This design comes from an exercise in tuning for small area, a short achievable clock period and few clock cycles on the open sky130 flow, not from production work.
At most, simulation tests tie the RTL to the original design; equivalence was not proved.
Power is estimated from default activity; no workload was simulated.

==> flow/design.v (excerpt) <==
module dps_top (
    input  wire       clk,
    input  wire       rst,
    input  wire       in_valid,
    input  wire [7:0] in_data,
    output wire       in_ready,
    input  wire       bus_ok,
    output wire       rsp_valid,
    output wire [7:0] rsp_data,
    input  wire       rsp_ready,
    output wire       spi_cs_n,
    output wire       spi_dc,
    output wire       spi_sclk,
    output wire       spi_mosi,
    output reg        lcd_rst_n,
    output reg  [9:0] bl_duty,
    output reg        bl_pwm,
    output reg        diag,
    output reg  [4:0] faults,
    output reg        idle
);
    localparam ST_OP = 2'd0, ST_ARG = 2'd1, ST_PROG = 2'd2, ST_STRM = 2'd3;
    localparam O_INIT = 3'd0, O_ORI = 3'd1, O_WIN = 3'd2, O_STR = 3'd3,
               O_BRI = 3'd4, O_D16 = 3'd5;
    localparam K_NOP = 4'd0, K_ROT = 4'd1, K_RSTA = 4'd2, K_RSTD = 4'd3,
               K_END = 4'd4, K_ENDW = 4'd5, K_ENDI = 4'd6,
               K_TXC = 4'd8, K_TXM = 4'd9, K_TXCB = 4'd10,
               K_TXR = 4'd12, K_TXRA = 4'd13, K_TXRH = 4'd14, K_TXI = 4'd15;
    localparam [8:0] P_INIT = 9'd0, P_WIN = 9'd448, P_ORI = 9'd464,
                     P_CMD = 9'd468, P_D8 = 9'd470, P_D16 = 9'd472;
    localparam R_HOLD = 3'd0, R_SHIN = 3'd1, R_ROT = 3'd2, R_PHA = 3'd3,
               R_PHB = 3'd4, R_MUL = 3'd5, R_STRM = 3'd6, R_DUTY = 3'd7;
    reg  [7:0]  ib;           
    reg         ibv;
    reg         in_rdy;
    reg  [1:0]  st;
  ...
Size: ~160 flip-flops, ~46 I/O pins, ~12,000 µm² of cells after synthesis.
clock: 11.0 ns
lec_check: 0
abc_clock_period_in_ps: 2500
cap_margin: 20
core_margin: 2
core_utilization: 60
gpl_timing_driven: 1
place_density: 0.7
slew_margin: 20
standard.sh (not shown) runs the stock make flow with config.mk's settings and CLKGATE_MAP_FILE= SYNTH_SCRIPT=/design/flow/synth_recipe.tcl, a recipe that flattens the netlist after the stock synthesis.
==> flow/flow/run.sh <==
#!/bin/bash
# Standard layout; timing repair aims for setup slack of at least MARGIN ns
# at the design's clock period, so that it works on the design's real
# critical paths; ports are buffered with buf_2. Each step's full output
# goes to its own log file here.
set -euo pipefail
MARGIN=7.5
bash standard.sh synth > synth.log 2>&1
bash standard.sh SETUP_SLACK_MARGIN=$MARGIN \
    "BUFFER_PORTS_ARGS=-buffer_cell sky130_fd_sc_hd__buf_2" finish > layout.log 2>&1
The baseline completed with no timing, DRC or antenna violations.
Testbench counts at the start, summed over its fixed seeds: cycles 1,014,473.
Rerun with:
--- a/flow/flow/run.sh
+++ b/flow/flow/run.sh
@@ -7 +7 @@
-MARGIN=7.5
+MARGIN=7.8
=>
- worst hold slack gets better by 0.0060 ns
- sequential share of layout area is lower by 0.28 points
- wire length decreases by 1.5%
- non-clock buffer count went up by 9
- die area stays the same
- critical path depth is unchanged
Rerun with:
--- a/flow/flow/run.sh
+++ b/flow/flow/run.sh
@@ -7 +7 @@
-MARGIN=7.8
+MARGIN=7.5
- CTS_BUF_LIST: unset -> sky130_fd_sc_hd__clkbuf_4 sky130_fd_sc_hd__clkbuf_8
- CTS_CLUSTER_DIAMETER: unset -> 80
- CTS_CLUSTER_SIZE: unset -> 40
Result:
- critical path depth is unchanged
- first-iteration DRC count fell by 0.78%
- power fell by 7.6%
- die area is unchanged
- global-route usage rose by 0.34 points
- routed wire length rose by 0.51%

========
Another version of the RTL of dps_top (not shown whole).
Size in the first run: ~1400 cells after synthesis, about 160 flip-flops, roughly 46 I/O pins, about 12000 um2 of cells after synthesis.
clock: 11.0 ns
lec_check: 0
abc_clock_period_in_ps: 2500
cap_margin: 20
core_margin: 2
core_utilization: 50
gpl_timing_driven: 1
place_density: 0.6
slew_margin: 20
==> flow/flow/run.sh <==
#!/bin/bash
# Standard layout; timing repair aims for setup slack of at least MARGIN ns
# at the design's clock period, so that it works on the design's real
# critical paths; ports are buffered with buf_2. Each step's full output
# goes to its own log file here.
set -euo pipefail
MARGIN=7.8
bash standard.sh synth > synth.log 2>&1
bash standard.sh SETUP_SLACK_MARGIN=$MARGIN \
    "BUFFER_PORTS_ARGS=-buffer_cell sky130_fd_sc_hd__buf_2" finish > layout.log 2>&1
Testbench counts at the start, summed over its fixed seeds: cycles 1,014,566.
Edit:
CORE_UTILIZATION = 60   (was 50)
GPL_TIMING_DRIVEN = 0   (was 1)
PLACE_DENSITY = 0.7   (was 0.6)
Effect: The changed run completed without violations; combinational power is higher by about 20%; final cell count is higher by 2.5%; count of clock-buffer cells in the layout is lower by 1; core utilization is higher by 14 points; hold slack improved by 0.0047 ns; area after synthesis stays the same; non-clock buffer count is higher by 100; setup slack got worse by 0.14 ns; global-route usage is higher by 9.1 points.

========
Setup of job 101:
dps_top, a different RTL version from the one above (not shown whole).
Size in the first run: roughly 1,400 cells after synthesis, ~160 flip-flops, ~46 I/O pins.
Settings: LEC_CHECK=0, ABC_CLOCK_PERIOD_IN_PS=2500, CAP_MARGIN=20, CORE_MARGIN=2, CORE_UTILIZATION=72, CTS_BUF_LIST=sky130_fd_sc_hd__clkbuf_4 sky130_fd_sc_hd__clkbuf_8, CTS_CLUSTER_DIAMETER=80, CTS_CLUSTER_SIZE=40, GPL_TIMING_DRIVEN=1, PLACE_DENSITY=0.8, SLEW_MARGIN=20; clock period 11.0 ns.
Scripts as last shown in full above: flow/flow/run.sh
Job 101 completed end to end with timing, DRC and antenna clean.
The inputs of job 102 differ from those of job 101 as listed below.
==> flow/config.mk <==
export PLATFORM = sky130hd
export DESIGN_NAME = dps_top
export DESIGN_NICKNAME = dps_top
export VERILOG_FILES = /design/flow/design.v
export SDC_FILE = /design/flow/constraint.sdc
export NUM_CORES = 4
export LEC_CHECK = 0
export ABC_CLOCK_PERIOD_IN_PS = 2500
export CAP_MARGIN = 20
export CORE_MARGIN = 2
export CORE_UTILIZATION = 60
export CTS_BUF_LIST = sky130_fd_sc_hd__clkbuf_4 sky130_fd_sc_hd__clkbuf_8
export CTS_CLUSTER_DIAMETER = 80
export CTS_CLUSTER_SIZE = 40
export GPL_TIMING_DRIVEN = 1
export PLACE_DENSITY = 0.7
export SLEW_MARGIN = 20
## What came out
Per the final summary, job 102 finished and its layout is clean on timing, DRC and antenna.
Lower all-layer global routing usage was reported by job 102, not job 101.
Job 102 against job 101: fraction of power consumed by combinational cells went down 0.3 points; proportion of synthesized flip-flops having asynchronous set or reset held; met3 global-route usage went down 5.1 points.
Total chip power essentially unchanged between job 102 and job 101.
[compare] base=job 101 new=job 102: cell area up about 0.8%; post-route fraction of the period consumed by the critical path lost 0.20 points.
Via count delta for job 102 relative to job 101: about 5% lower
Compared to job 101, the routing of job 102 uses less wire.
Job 101 has higher first-pass GRT wire length than job 102.
Job 102 and job 101 ended up with nearly the same sequential cell area.
No run of this note included a check of the RTL's function; only the layout flow was run.

========
main:
Another version of the RTL of dps_top (not shown whole).
Size: roughly 1,500 cells after synthesis, roughly 46 I/O pins.
clock: 11.0 ns
lec_check: 0
abc_clock_period_in_ps: 2500
cap_margin: 20
core_margin: 2
core_utilization: 60
gpl_timing_driven: 1
place_density: 0.7
setup_slack_margin: 5
slew_margin: 20
run.sh (not shown) runs the stock make flow with config.mk's settings and CLKGATE_MAP_FILE= SYNTH_SCRIPT=/design/flow/synth_recipe.tcl, a recipe that flattens the netlist after the stock synthesis.
Stock flow here: none of the scripts above is used.
> inputs changed (main -> the feature branch)
# main
export LEC_CHECK = 0
export ABC_CLOCK_PERIOD_IN_PS = 2500
export CAP_MARGIN = 20
export CORE_MARGIN = 2
export CORE_UTILIZATION = 60
export GPL_TIMING_DRIVEN = 1
export PLACE_DENSITY = 0.7
export SETUP_SLACK_MARGIN = 5
export SLEW_MARGIN = 20
create_clock -name core_clock -period 11.0 [get_ports {clk}]
# the feature branch
export LEC_CHECK = 0
export ABC_CLOCK_PERIOD_IN_PS = 2500
export CAP_MARGIN = 20
export CORE_MARGIN = 2
export CORE_UTILIZATION = 60
export GPL_TIMING_DRIVEN = 1
export PLACE_DENSITY = 0.7
export SLEW_MARGIN = 20
create_clock -name core_clock -period 11.0 [get_ports {clk}]
==> flow/flow/run.sh (new file) <==
#!/bin/bash
# Standard layout; timing repair aims for setup slack of at least MARGIN ns
# at the design's clock period, so that it works on the design's real
# critical paths, and may resize cells across footprints. Each step's full
# output goes to its own log file here.
set -euo pipefail
MARGIN=8.5
bash standard.sh synth > synth.log 2>&1
bash standard.sh SETUP_SLACK_MARGIN=$MARGIN MATCH_CELL_FOOTPRINT=0 \
    "BUFFER_PORTS_ARGS=-buffer_cell sky130_fd_sc_hd__buf_2" finish > layout.log 2>&1
==> flow/standard.sh (new file) <==
#!/bin/bash
# synth_recipe.tcl (not shown) runs the flow's synth.tcl, then flattens the netlist and writes it again
# the make line also repeats each setting of config.mk as NAME=value (left out here)
make -C /OpenROAD-flow-scripts/flow DESIGN_CONFIG=/design/flow/config.mk WORK_HOME=/design/flow/orfs CLKGATE_MAP_FILE= SYNTH_SCRIPT=/design/flow/synth_recipe.tcl "${@:-finish}"
removed: flow/run.sh
==> results.txt <==
The run showing the greater fraction of final layout cells sized beyond drive strength 1 is the feature branch.
The feature branch against main; number of vias after detailed routing is up by more than 10%.
Of main and the feature branch, the higher non-clock buffer count belongs to the feature branch.
The final layout from the feature branch, which completed every stage, passed the timing, design-rule and antenna checks at the end of the flow.
The final area in main is 0.80 times that in the feature branch.
No functional check of the RTL was part of any run of this note.

========
Starting RTL as in the previous note.
clock: 11.0 ns
lec_check: 0
abc_clock_period_in_ps: 2500
cap_margin: 20
core_margin: 2
core_utilization: 60
gpl_timing_driven: 1
place_density: 0.7
slew_margin: 20
standard.sh (not shown) runs the stock make flow with config.mk's settings and CLKGATE_MAP_FILE= SYNTH_SCRIPT=/design/flow/synth_recipe.tcl, a recipe that flattens the netlist after the stock synthesis.
==> flow/flow/run.sh <==
#!/bin/bash
# Standard layout; timing repair aims for setup slack of at least MARGIN ns
# at the design's clock period, so that it works on the design's real
# critical paths. Each step's full output goes to its own log file here.
set -euo pipefail
MARGIN=7.5
bash standard.sh synth > synth.log 2>&1
bash standard.sh SETUP_SLACK_MARGIN=$MARGIN finish > layout.log 2>&1
Next try:
--- a/flow/flow/run.sh
+++ b/flow/flow/run.sh
@@ -4,5 +4,5 @@
 # critical paths. Each step's full output goes to its own log file here.
 set -euo pipefail
-MARGIN=7.5
+MARGIN=8.5
 bash standard.sh synth > synth.log 2>&1
 bash standard.sh SETUP_SLACK_MARGIN=$MARGIN finish > layout.log 2>&1
After rerunning: The changed run went through all stages and came out clean. Worst setup slack gets better by 0.25 ns. Register-to-register slack improves by 0.33 ns. Die area does not change. Hold slack gains 0.022 ns. Clock skew is about the same. Clock-buffer cell count came out lower by 3. First-iteration DRC count grows by a quarter to a third.
No run of this note included a check of the RTL's function; only the layout flow was run.

-- what the ideal ports hide --
The flow's constraints put no driver on any port. The routed layouts listed below were extracted and timed again, unchanged, in two steps. Step 1: set_driving_cell puts a clkbuf_16 on clk and a buf_2 on each other input, an assumption about the parent block. Step 2 moves the port delays by t, midway between the first and last clock arrival at a register: inputs arrive t later, outputs are due t later. That takes back most of the time a late clock gives input paths. a / b / c = no drivers / after step 1 / after step 2; a / b = the first two.
run	t (ns)	setup slack, ns	worst hold slack (ns)	clock arrival spread, ns	worst data-port slew with drivers (ns)
the first run of note 1	0.488	7.533 / 7.485 / 7.587	0.449 / 0.449 / 0.449	0.011 / 0.011	0.03
the second run of note 1	0.479	7.834 / 7.788 / 7.569	0.455 / 0.455 / 0.455	0.011 / 0.011	0.03
the third run of note 1	0.517	7.587 / 7.543 / 7.584	0.457 / 0.457 / 0.457	0.020 / 0.020	0.03
the first run of note 2	0.483	7.851 / 7.802 / 7.517	0.442 / 0.442 / 0.442	0.012 / 0.012	0.04
the second run of note 2	0.495	7.714 / 7.664 / 7.534	0.446 / 0.446 / 0.446	0.021 / 0.021	0.04
job 101	0.513	7.734 / 7.734 / 7.697	0.455 / 0.455 / 0.455	0.021 / 0.020	0.03
job 102	0.518	7.757 / 7.713 / 7.682	0.453 / 0.453 / 0.453	0.015 / 0.015	0.03
main	0.480	6.917 / 6.917 / 6.917	0.468 / 0.468 / 0.468	0.015 / 0.015	0.03
the feature branch	0.493	7.790 / 7.742 / 7.701	0.469 / 0.469 / 0.469	0.014 / 0.014	0.21
the first run of note 5	0.481	7.534 / 7.487 / 7.177	0.459 / 0.459 / 0.459	0.012 / 0.012	0.04
the second run of note 5	0.500	7.779 / 7.727 / 7.724	0.482 / 0.482 / 0.482	0.012 / 0.012	0.16
After both steps every run listed still meets setup and hold. The setup slack of the first run of note 5, which loses most, moves by -0.047 ns with the drivers and by -0.357 ns with both steps.
